From an optimization exercise on the open Yosys and OpenROAD flow, aimed at a short achievable clock period and few clock cycles; shortcuts taken in it are not production practice.
The RTL was checked by simulation tests, not by an equivalence proof against the original design.
No activity file was given, so power comes from the tool's default toggle rates.

==> flow/design.v (excerpt) <==
module gcif_br #(
    parameter [31:0] HEAD_MAGIC = 32'h11223344,
    parameter [31:0] HEAD_SEED  = 32'h00000001,
    parameter [31:0] DATA_SEED  = 32'h00000002
) (
    input  wire        clk,
    input  wire        rst,
    input  wire        cmd_valid,
    output wire        cmd_ready,
    input  wire [39:0] cmd_data,
    output reg         rsp_valid,
    output reg  [39:0] rsp_data,
    output reg         mem_req,
    output wire [29:0] mem_addr,
    input  wire        mem_ready,
    input  wire [31:0] mem_rdata,
    output wire [31:0] tbl_id,
    output wire [15:0] tbl_code,
    input  wire [15:0] tbl_sym,
    input  wire [4:0]  tbl_len
);
For scale: ~11,000 cells after synthesis, ~1,900 flip-flops, roughly 0.12 mm² of cells after synthesis.
Settings: LEC_CHECK=0, CAP_MARGIN=80, CORE_MARGIN=2, CORE_UTILIZATION=60, SLEW_MARGIN=80, SYNTH_HIERARCHICAL=1, SYNTH_MINIMUM_KEEP_SIZE=0; clock period 20.0 ns.
standard.sh (not shown) runs the stock make flow with config.mk's settings and CLKGATE_MAP_FILE= SYNTH_SCRIPT=/design/flow/synth_recipe.tcl, a recipe that flattens the netlist after the stock synthesis.
==> flow/flow/run.sh <==
#!/bin/bash
set -euo pipefail

PLATFORM_DONT_USE="sky130_fd_sc_hd__probe_p_8 sky130_fd_sc_hd__probec_p_8 sky130_fd_sc_hd__lpflow_bleeder_1 sky130_fd_sc_hd__lpflow_clkbufkapwr_1 sky130_fd_sc_hd__lpflow_clkbufkapwr_16 sky130_fd_sc_hd__lpflow_clkbufkapwr_2 sky130_fd_sc_hd__lpflow_clkbufkapwr_4 sky130_fd_sc_hd__lpflow_clkbufkapwr_8 sky130_fd_sc_hd__lpflow_clkinvkapwr_1 sky130_fd_sc_hd__lpflow_clkinvkapwr_16 sky130_fd_sc_hd__lpflow_clkinvkapwr_2 sky130_fd_sc_hd__lpflow_clkinvkapwr_4 sky130_fd_sc_hd__lpflow_clkinvkapwr_8 sky130_fd_sc_hd__lpflow_decapkapwr_12 sky130_fd_sc_hd__lpflow_decapkapwr_3 sky130_fd_sc_hd__lpflow_decapkapwr_4 sky130_fd_sc_hd__lpflow_decapkapwr_6 sky130_fd_sc_hd__lpflow_decapkapwr_8 sky130_fd_sc_hd__lpflow_inputiso0n_1 sky130_fd_sc_hd__lpflow_inputiso0p_1 sky130_fd_sc_hd__lpflow_inputiso1n_1 sky130_fd_sc_hd__lpflow_inputiso1p_1 sky130_fd_sc_hd__lpflow_inputisolatch_1 sky130_fd_sc_hd__lpflow_isobufsrc_1 sky130_fd_sc_hd__lpflow_isobufsrc_16 sky130_fd_sc_hd__lpflow_isobufsrc_2 sky130_fd_sc_hd__lpflow_isobufsrc_4 sky130_fd_sc_hd__lpflow_isobufsrc_8 sky130_fd_sc_hd__lpflow_isobufsrckapwr_16 sky130_fd_sc_hd__lpflow_lsbuf_lh_hl_isowell_tap_1 sky130_fd_sc_hd__lpflow_lsbuf_lh_hl_isowell_tap_2 sky130_fd_sc_hd__lpflow_lsbuf_lh_hl_isowell_tap_4 sky130_fd_sc_hd__lpflow_lsbuf_lh_isowell_4 sky130_fd_sc_hd__lpflow_lsbuf_lh_isowell_tap_1 sky130_fd_sc_hd__lpflow_lsbuf_lh_isowell_tap_2 sky130_fd_sc_hd__lpflow_lsbuf_lh_isowell_tap_4"
DELAY_CELLS="sky130_fd_sc_hd__clkdlybuf4s15_1 sky130_fd_sc_hd__clkdlybuf4s15_2 sky130_fd_sc_hd__clkdlybuf4s18_1 sky130_fd_sc_hd__clkdlybuf4s18_2 sky130_fd_sc_hd__clkdlybuf4s25_1 sky130_fd_sc_hd__clkdlybuf4s25_2 sky130_fd_sc_hd__clkdlybuf4s50_1 sky130_fd_sc_hd__clkdlybuf4s50_2 sky130_fd_sc_hd__dlygate4sd1_1 sky130_fd_sc_hd__dlygate4sd2_1 sky130_fd_sc_hd__dlygate4sd3_1 sky130_fd_sc_hd__dlymetal6s2s_1 sky130_fd_sc_hd__dlymetal6s4s_1 sky130_fd_sc_hd__dlymetal6s6s_1"

bash standard.sh synth > synth.log 2>&1
bash standard.sh \
  DONT_USE_CELLS="$PLATFORM_DONT_USE $DELAY_CELLS" \
  BUFFER_PORTS_ARGS="-buffer_cell sky130_fd_sc_hd__buf_4" \
  finish > layout.log 2>&1
The baseline passed the timing, design-rule and antenna checks.
Testbench counts at the start, summed over its fixed seeds: cycles 14,274.
Edit:
--- a/flow/design.v
+++ b/flow/design.v
@@ -1683,13 +1683,12 @@
     reg [15:0] width;
     reg [15:0] height;
     reg [31:0] data_hash;
     reg [31:0] head_hash;
     reg [63:0] sbq;           
     reg [4:0]  cq;            
-    reg [4:0]  cq2;           
     reg [15:0] tc;            
     reg [6:0]  sv;            
     reg [29:0] app_rem;       
     reg        all_app;       
     reg [31:0] wf [0:7];
     reg [2:0]  wf_wp, wf_rp;
@@ -1720,15 +1719,13 @@
     reg [31:0] r1_a, r1_b, r2;
     reg        r1_v, r2_v;
     reg        lhs_v;         
     reg [31:0] fx, f1_a, f1_b, f1, f2_a, f2_b;
     reg        fx_v, f1_v, fr_v, f2_v;
     reg        bst;           
-    wire [63:0] sb_hi = sbq << cq;
-    wire [63:0] sb_lo = sbq << cq2;
-    wire [63:0] sb    = {sb_hi[63:32], sb_lo[31:0]};
+    wire [63:0] sb    = sbq << cq;
     wire [7:0]  op  = e_cmd[39:32];
     wire [31:0] arg = e_cmd[31:0];
     wire [4:0]  n   = e_cmd[4:0];
     wire is_init = e_fl[F_INIT];
     wire is_peek = e_fl[F_PEEK];
     wire is_eat  = e_fl[F_EAT];
@@ -1755,13 +1752,13 @@
     wire restart = init_start;
     wire rs_go   = ~tw_shrt;
     wire [5:0] need   = is_nsym ? 6'd16 : {1'b0, n};
     wire       refill = (is_peek | is_nsym) & (bl < need);
     wire [6:0] tot    = {1'b0, bl} + {1'b0, ll};
     wire       br_a   = tot[6] | tot[5];
-    reg        wl_nz;         
+    wire       wl_nz  = (words_left != 30'd0);
     wire       pull   = fire & is_strm & refill & ~br_a & wl_nz;
     wire [5:0] bl1    = refill ? ((br_a | wl_nz) ? 6'd32 : tot[5:0]) : bl;
     wire [5:0] ll1    = refill ? (br_a ? tot[5:0] - 6'd32 : (wl_nz ? tot[5:0] : 6'd0)) : ll;
     wire       eof1   = refill & ~br_a & ~wl_nz & (tot == 7'd0);
     wire       strm_go = e_v & is_strm & ~strm_wait;
     wire       nsym_go = strm_go & is_nsym;
@@ -1950,14 +1947,12 @@
             width       <= 16'd0;
             height      <= 16'd0;
             data_hash   <= 32'd0;
             head_hash   <= 32'd0;
             sbq         <= 64'd0;
             cq          <= 5'd0;
-            cq2         <= 5'd0;
-            wl_nz       <= 1'b0;
             sv          <= 7'd0;
             app_rem     <= 30'd0;
             all_app     <= 1'b1;
             wf_wp       <= 3'd0;
             wf_rp       <= 3'd0;
             wf_cnt      <= 4'd0;
@@ -1996,19 +1991,15 @@
             if (e_take) tid <= s_v ? s_cmd[31:0] : cmd_data[31:0];
             bl <= bl_n;
             if (strm_go & ~is_eat) begin
                 ll <= ll1;
                 if (eof1) eof <= 1'b1;
             end
-            if (pull) begin
-                words_left <= words_left - 30'd1;
-                wl_nz      <= (words_left != 30'd1);
-            end
+            if (pull) words_left <= words_left - 30'd1;
             sbq <= sb_a;
             cq  <= cons;
-            cq2 <= cons;
             sv  <= sv_n;
             if (app) begin
                 wf_rp   <= wf_rp + 3'd1;
                 app_rem <= app_rem - 30'd1;
                 all_app <= (app_rem == 30'd1);
             end
@@ -2057,13 +2048,12 @@
             end
             if (init_start) begin
                 mode       <= MODE_UNINIT;
                 last_err   <= 8'd0;
                 ll         <= 6'd0;
                 words_left <= 30'd0;
-                wl_nz      <= 1'b0;
                 word_count <= 30'd0;
                 eof        <= 1'b0;
                 bh         <= 32'd0;
                 width      <= 16'd0;
                 height     <= 16'd0;
                 data_hash  <= 32'd0;
@@ -2083,13 +2073,12 @@
             if (init_done) begin
                 ist    <= 1'b0;
                 lhs_v  <= 1'b0;
                 if (i_ok) begin
                     mode       <= MODE_READY;
                     words_left <= init_wc;
-                    wl_nz      <= (init_wc != 30'd0);
                     word_count <= init_wc;
                     bh         <= DATA_SEED;
                     width      <= hw1[31:16];
                     height     <= hw1[15:0];
                     data_hash  <= hw2;
                     head_hash  <= hw3;
Outcome: Total power decreases by 1.7%; combinational power barely changes; via count drops by 6.0%; worst hold slack degrades by 0.023 ns; wire length drops by 9.7%; design area drops by 2.1%; global-route usage goes down by 2.8 points; clock-buffer cell count rises by 21; first-iteration DRC count is lower by 16%.
Testbench counts after the change, summed over its fixed seeds: cycles 14,274.

==> re-timing with driven ports <==
In the flow no input, the clock included, has a driving cell. The finished layouts below were timed again as built, in two steps. Step 1: set_driving_cell puts a clkbuf_16 on clk and a buf_2 on each other input, an assumption about the parent block. Step 2 moves the port delays by t, midway between the first and last clock arrival at a register: inputs arrive t later, outputs are due t later. That takes back most of the time a late clock gives input paths. Slacks: ideal / step 1 / step 2; pairs: ideal / step 1.
run | t, ns | slack for setup (ns) | clock arrival spread, ns | worst register clock-pin slew, ns
the first run | 0.939 | 14.431 / 14.339 / 13.778 | 0.068 / 0.068 | 0.08 / 0.08
the second run | 0.956 | 14.454 / 14.359 / 13.644 | 0.087 / 0.087 | 0.07 / 0.07
After both steps every run listed still meets setup and hold. For the second run, which loses most, drivers alone change the setup slack by -0.095 ns; drivers and shift together by -0.810 ns.
